From an optimization exercise on the open Yosys and OpenROAD flow, aimed at small area, a short achievable clock period and few clock cycles; shortcuts taken in it are not production practice.
The RTL was checked by simulation tests, not by an equivalence proof against the original design.
Power and IR drop assume default switching activity.

$ cat design/flow/design.v
module palm_lz (
    input  wire        clk,
    input  wire        rst,
    input  wire        cmd_valid,
    input  wire        cmd_op,
    input  wire [15:0] cmd_len,
    input  wire        in_valid,
    input  wire [7:0]  in_data,
    output wire        in_ready,
    output wire        busy,
    output wire        fault,
    output reg  [7:0]  fault_code,
    output reg  [15:0] fault_pos,
    output reg  [9:0]  out_len,
    input  wire [8:0]  rd_addr,
    output reg  [7:0]  rd_data
);
    localparam OUT_MAX = 512;
    localparam [7:0] F_BAD_DISTANCE = 8'h01;
    localparam [7:0] F_TRUNCATED    = 8'h02;
    localparam [7:0] F_OUT_OVERFLOW = 8'h30;
    localparam [2:0] S_IDLE  = 3'd0,
                     S_FETCH = 3'd1,   
                     S_RUNB  = 3'd2,   
                     S_BREF2 = 3'd3,   
                     S_COPY  = 3'd4,   
                     S_SPC2  = 3'd5,   
                     S_DRAIN = 3'd6;   
    reg [2:0]  state;
    reg        faulted;
    reg [15:0] n;        
    reg [15:0] cnt;      
    reg [15:0] ip;       
    reg [3:0]  rem;      
    reg [7:0]  hold;     
    reg [9:0]  src;      
    reg [7:0]  mem [0:OUT_MAX-1];
    assign busy     = (state != S_IDLE);
    assign fault    = faulted;
    assign in_ready = (state == S_FETCH) || (state == S_RUNB) ||
                      (state == S_BREF2) || (state == S_DRAIN);
    wire take = in_valid && in_ready;
    wire        c_run  = (in_data >= 8'd1) && (in_data <= 8'd8);
    wire        c_lit  = !c_run && (in_data < 8'd128);
    wire        c_bref = (in_data >= 8'd128) && (in_data < 8'd192);
    wire [16:0] cnt1   = {1'b0, cnt} + 17'd1;            
    wire        last   = (cnt1 == {1'b0, n});             
    wire [10:0] bdist   = {hold[5:0], in_data[7:3]};
    wire [3:0]  blen   = {1'b0, in_data[2:0]} + 4'd3;
    reg        we;
    reg [7:0]  wdata;
    always @(*) begin
        we    = 1'b0;
        wdata = 8'h00;
        case (state)
            S_FETCH: if (in_valid && c_lit && (out_len + 10'd1 <= OUT_MAX)) begin
                         we = 1'b1; wdata = in_data;
                     end else if (in_valid && !c_run && !c_lit && !c_bref &&
                                  (out_len + 10'd2 <= OUT_MAX)) begin
                         we = 1'b1; wdata = 8'h20;
                     end
            S_RUNB:  if (in_valid) begin we = 1'b1; wdata = in_data; end
            S_COPY:  begin we = 1'b1; wdata = mem[src[8:0]]; end
            S_SPC2:  begin we = 1'b1; wdata = hold; end
            default: ;
        endcase
    end
    always @(posedge clk) begin
        if (we)
            mem[out_len[8:0]] <= wdata;
    end
    always @(posedge clk) begin
        rd_data <= mem[rd_addr];
    end
    always @(posedge clk) begin
        if (rst) begin
            state      <= S_IDLE;
            faulted    <= 1'b0;
            fault_code <= 8'h00;
            fault_pos  <= 16'h0000;
            out_len    <= 10'd0;
            n          <= 16'd0;
            cnt        <= 16'd0;
            ip         <= 16'd0;
            rem        <= 4'd0;
            hold       <= 8'h00;
            src        <= 10'd0;
        end else begin
            if (we)
                out_len <= out_len + 10'd1;
            case (state)
                S_IDLE: begin
                    if (cmd_valid) begin
                        if (cmd_op == 1'b0) begin
                            faulted    <= 1'b0;
                            fault_code <= 8'h00;
                            fault_pos  <= 16'h0000;
                            out_len    <= 10'd0;
                        end else if (!faulted && cmd_len != 16'd0) begin
                            n     <= cmd_len;
                            cnt   <= 16'd0;
                            state <= S_FETCH;
                        end
                    end
                end
                S_FETCH: begin
                    if (take) begin
                        cnt <= cnt1[15:0];
                        ip  <= cnt;
                        if (c_run) begin
                            if (cnt1 + {13'd0, in_data[3:0]} > {1'b0, n}) begin
                                faulted    <= 1'b1;
                                fault_code <= F_TRUNCATED;
                                fault_pos  <= cnt;
                                state      <= last ? S_IDLE : S_DRAIN;
                            end else if (out_len + {6'd0, in_data[3:0]} > OUT_MAX) begin
                                faulted    <= 1'b1;
                                fault_code <= F_OUT_OVERFLOW;
                                fault_pos  <= cnt;
                                state      <= S_DRAIN;
                            end else begin
                                rem   <= in_data[3:0];
                                state <= S_RUNB;
                            end
                        end else if (c_lit) begin
                            if (out_len + 10'd1 > OUT_MAX) begin
                                faulted    <= 1'b1;
                                fault_code <= F_OUT_OVERFLOW;
                                fault_pos  <= cnt;
                            end
                            state <= last ? S_IDLE : (out_len + 10'd1 > OUT_MAX) ? S_DRAIN : S_FETCH;
                        end else if (c_bref) begin
                            if (last) begin
                                faulted    <= 1'b1;
                                fault_code <= F_TRUNCATED;
                                fault_pos  <= cnt;
                                state      <= S_IDLE;
                            end else begin
                                hold  <= in_data;
                                state <= S_BREF2;
                            end
                        end else begin
                            if (out_len + 10'd2 > OUT_MAX) begin
                                faulted    <= 1'b1;
                                fault_code <= F_OUT_OVERFLOW;
                                fault_pos  <= cnt;
                                state      <= last ? S_IDLE : S_DRAIN;
                            end else begin
                                hold  <= in_data ^ 8'h80;
                                state <= S_SPC2;
                            end
                        end
                    end
                end
                S_RUNB: begin
                    if (take) begin
                        cnt <= cnt1[15:0];
                        rem <= rem - 4'd1;
                        if (rem == 4'd1)
                            state <= last ? S_IDLE : S_FETCH;
                    end
                end
                S_BREF2: begin
                    if (take) begin
                        cnt <= cnt1[15:0];
                        if (bdist == 11'd0 || {1'b0, bdist} > {2'b0, out_len}) begin
                            faulted    <= 1'b1;
                            fault_code <= F_BAD_DISTANCE;
                            fault_pos  <= ip;
                            state      <= last ? S_IDLE : S_DRAIN;
                        end else if (out_len + {6'd0, blen} > OUT_MAX) begin
                            faulted    <= 1'b1;
                            fault_code <= F_OUT_OVERFLOW;
                            fault_pos  <= ip;
                            state      <= last ? S_IDLE : S_DRAIN;
                        end else begin
                            src   <= out_len - bdist[9:0];
                            rem   <= blen;
                            state <= S_COPY;
                        end
                    end
                end
                S_COPY: begin
                    src <= src + 10'd1;
                    rem <= rem - 4'd1;
                    if (rem == 4'd1)
                        state <= (cnt == n) ? S_IDLE : S_FETCH;
                end
                S_SPC2: begin
                    state <= (cnt == n) ? S_IDLE : S_FETCH;
                end
                S_DRAIN: begin
                    if (take) begin
                        cnt <= cnt1[15:0];
                        if (last)
                            state <= S_IDLE;
                    end
                end
                default: state <= S_IDLE;
            endcase
        end
    end
endmodule
$ cat design/flow/run.sh
#!/bin/bash
# synth_recipe.tcl (not shown) runs the flow's synth.tcl, then flattens the netlist and writes it again
# the make line also repeats each setting of config.mk as NAME=value (left out here)
make -C /OpenROAD-flow-scripts/flow DESIGN_CONFIG=/design/flow/config.mk WORK_HOME=/design/flow/orfs CLKGATE_MAP_FILE= SYNTH_SCRIPT=/design/flow/synth_recipe.tcl finish
$ cat design/flow/config.mk
export PLATFORM = sky130hd
export DESIGN_NAME = palm_lz
export DESIGN_NICKNAME = palm_lz
export VERILOG_FILES = /design/flow/design.v
export SDC_FILE = /design/flow/constraint.sdc
export NUM_CORES = 4
export LEC_CHECK = 0
export CAP_MARGIN = 20
export CORE_MARGIN = 2
export CORE_UTILIZATION = 40
export SLEW_MARGIN = 20
export SYNTH_MEMORY_MAX_BITS = 8192
$ cat design/flow/constraint.sdc
create_clock -name core_clock -period 10.0 [get_ports {clk}]
set_input_delay 2.0000 -clock core_clock [delete_from_list [all_inputs] [get_ports {clk}]]
set_output_delay 2.0000 -clock core_clock [all_outputs]
set_load 0.01 [all_outputs]
==> flow_summary_export.csv <==
group,metric,value,unit
outcome,status,"complete, no violations",
synth,avgSynthCellArea,20.6,um2
die,die_w,709,um
setup_path,critical_path.slowest_cell,"dfxtp_4",
setup_path,critPathMostFrequentCell,"mux4_2",
die,initial_core_util,40.2,%
cells_and_area,mostFrequentLayoutCell,"edfxtp_1",
clock_tree,cts_tree,"done",
grt,antenna_found_initial,24,
sta,tightestPinTransition,1290,ps
setup_path,worstPathRequired,10500,ps
setup_path,critPathBufInv,3,
setup_path,reg2reg_slack,2690,ps
cells_and_area,area_growth,11.4,%
die,rows,258,
setup_path,slowest_delay,990,ps
die,num_io_pins,83,
synth,yosysUniqueCellTypes,95,
clock_tree,clk_path_buf_depth,4,
cells_and_area,register_area,125000,um2
min_path,hold_path_class,"reg2reg",
detailed_routing,vias_per_cell,6.66,
sta,clock_skew,82.1,ps
detailed_routing,vias,111000,
detailed_routing,routed_wl,658,mm
synth,synthTopCellsByArea,"edfxtp_1, mux4_2, nor2_1",
cells_and_area,utilization,44.8,%
placed_design,gp_congestion,0.942,
synth,synth-seq-cells,4215,
synth,ys.flop_type,"edfxtp_1",
detailed_routing,dr.first_iter.drc_count,17000,
synth,synthesis.area,199000,um2
cells_and_area,final_cell_mix,"edfxtp_1, mux4_2, nor2_1",
cells_and_area,multi_input_area,69800,um2
grt,grt.busiest_layer,"met2",
synth,async_reset_ff_share,0,%
power,power_density,186,nW/um2
sta,rsz0062_at_grt,"no",
sta,hold_viol,0,
grt,grtUsageMet1,34.8,%
sta,drv_slew,0,
clock_tree,clkSinkCount,4215,
clock_tree,cts-root-buf,"clkbuf_16",
detailed_routing,wl_per_cell,39.5,um
power,p_leak,0.0651,uW
clock_tree,htree_levels,5,
cells_and_area,layout-drive-gt1-share,35.7,%
placed_design,dpl_cell_area,207000,um2
placed_design,portBuffers,78,
sta,setup_slack,2690,ps
grt,grtUsageMet2,40.4,%
synth,synth_top_area_share,61.9,%
sta,period_share,73.1,%
clock_tree,cts-resized-gates,0,
placed_design,dp_slack,2140,ps
clock_tree,clock_latency,1070,ps
setup_path,crit_chain,"buf_12 > buf_4 > mux4_2 > mux4_2 > mux4_2 > nor2_1 > nor4_2 > a221oi_1 > nand2_8 > buf_12",
grt,use_met3,6.71,%
grt,grt_pass1_vias,109000,
setup_path,cp_max_fo,136,
clock_tree,cts_inserted_buffers,436,
power,peakVddDrop,0.162,mV
grt,grt-ovfl-total,0,
setup_path,cpLargestDelayFamily,"multiplexers",
detailed_routing,first_pass_iters,8,
clock_tree,cts_hold_buf,0,
detailed_routing,drc,0,
setup_path,cp-start-kind,"flop",
die,die_y,709,um
run,maxCapViolations,0,
placed_design,dp_hpwl,433,mm
die,dieArea,502000,um2
synth,synth-seq-area-share,63.1,%
grt,grt_max_degree,169,
cells_and_area,nFillCells,41100,
grt,grt_pass1_wl,910,mm
setup_path,cp-end-kind,"flop",
clock_tree,cts_setup_buffers,0,
cells_and_area,final_nets,9710,
die,core,494000,um2
sta,max-slew-margin-rel,13.8,%
sta,max_freq,137,MHz
synth,syn_inst,9653,
clock_tree,clk_pin_slew_worst_paths,60,ps
setup_path,crit_arrival,7810,ps
synth,yosys_warnings,1,
synth,yosys.area.top_type,"edfxtp_1",
grt,track_usage,25.9,%
sta,setup_violations,0,
cells_and_area,postLayoutCellArea,221000,um2
sta,min_period,7310,ps
setup_path,path_class,"reg2reg",
synth,synth-edff-count,4096,
detailed_routing,antenna_left,0,
## cell type report
| cell class | instances | area share, % |
|---|---|---|
| inverters | 55 | 0.0933 |
| multi-input cells | 4575 | 31.5 |
| well taps | 6630 | 3.75 |
| flip-flops and latches | 4215 | 56.7 |
| repair buffers | 327 | 1.62 |
| clock buffers | 532 | 5.17 |
| clock inverters | 274 | 1.15 |
| diodes | 20 | 0.0226 |
## report_power, final
group	total, uW	switching, uW	internal [uW]	leakage (uW)
Combinational	4960	3250	1710	0.0197
Clock	16200	7150	9080	0.00678
Sequential	19900	74.3	19800	0.0386
## Yosys cell counts (11+ instances only)
cell type / number
nand2_1: 206
a21o_1: 11
xnor2_1: 50
mux4_2: 2548
mux2i_1: 116
buf_4: 72
nor2b_1: 17
xor2_1: 14
a31oi_1: 29
a22o_1: 40
ha_1: 58
nand3_1: 58
nand2b_1: 11
nor4_1: 25
o21ai_1: 14
a221oi_1: 18
buf_6: 27
mux2_2: 17
buf_2: 257
o21ai_0: 67
buf_1: 97
a21oi_1: 144
dfxtp_1: 119
o211ai_1: 15
nor3_1: 78
o22ai_1: 44
inv_1: 50
a211oi_1: 18
a22oi_1: 107
nor2_1: 662
or3_1: 15
clkbuf_1: 356
nand4_1: 33
edfxtp_1: 4096
## metal layers
metal	part of all wire, %	routed length (um)
met2	47	308000
met1	37	242000
met3	11	75300
met4	4.9	31900
met5	0.0036	24
## final timing paths
| path | cells after the start | to | startpoint |
|---|---|---|---|
| setup reg to reg | 10 | mem[152][2]$_DFFE_PP_ | flop |
| hold reg to reg | 2 | ip[11]$_SDFFE_PP0P_ | ip[11]$_SDFFE_PP0P_ |
| hold / removal | 2 | ip[11]$_SDFFE_PP0P_ | ip[11]$_SDFFE_PP0P_ |
| setup / recovery | 10 | mem[152][2]$_DFFE_PP_ | flop |
## stage by stage
step / setup TNS, ps / total power, uW / std cells / hold WS, ps
5_1_grt: 0 / 42100 / 16600 / 474
4_1_cts: 0 / 41200 / 16600 / 457
2_1_floorplan: -2008820 / 23400 / 9656 / 433
3_5_place_dp: 0 / 25200 / 15800 / 446
6_report: 0 / 41100 / 16600 / 454
3_3_place_gp: 0 / 25200 / 15800 / 440
## kinds of logic after synthesis
logic type,count (synthesis),synth area share (%)
flip-flops,4215,63.1
multiplexers,2681,29.6
AND/OR/NAND/NOR,1167,2.57
buffers and inverters,866,2.04
AO/OA/AOI/OAI,597,2.05
XOR/XNOR,64,0.282
adder cells (fa/ha/maj),62,0.405
other,1,0.00189
## sequential cells by signal, summed over array words and instances, names as in the netlist, named ones only
| signal | cells |
|---|---|
| state | 3 |
| ip | 16 |
| fault_pos | 16 |
| cnt | 16 |
| src | 9 |
| out_len | 10 |
| faulted | 1 |
| rd_data | 8 |
| rem | 4 |
| fault_code | 3 |
| n | 16 |
| mem | 4096 |
| hold | 8 |
## tightest hold or removal path, cell delays in order (launching register included)
cell and delay (ps):
dfxtp_1 300, nand2_1 50, a21oi_1 50
Testbench counts, summed over its fixed seeds: cycles 50,419.

[separate check: timing with driven ports]
Ports are ideal in the flow. The routed layout listed here was re-timed in OpenROAD.
Step 1: set_driving_cell puts a clkbuf_16 on clk and a buf_2 on each other input, an assumption about the parent block.
Step 2 moves the port delays by t, midway between the first and last clock arrival at a register: inputs arrive t later, outputs are due t later. That takes back most of the time a late clock gives input paths.
Three values: ideal ports, drivers, drivers and shift; two values: the first two.
t, ns: 1.143
slack for setup (ns): 2.686 / 2.686 / 1.930
hold WS [ns]: 0.454 / 0.454 / 0.454
cell pins on the clock port's net: 1
After both steps setup and hold are still met in this run. The setup slack of this run moves by 0.000 ns with the drivers and by -0.756 ns with both steps.
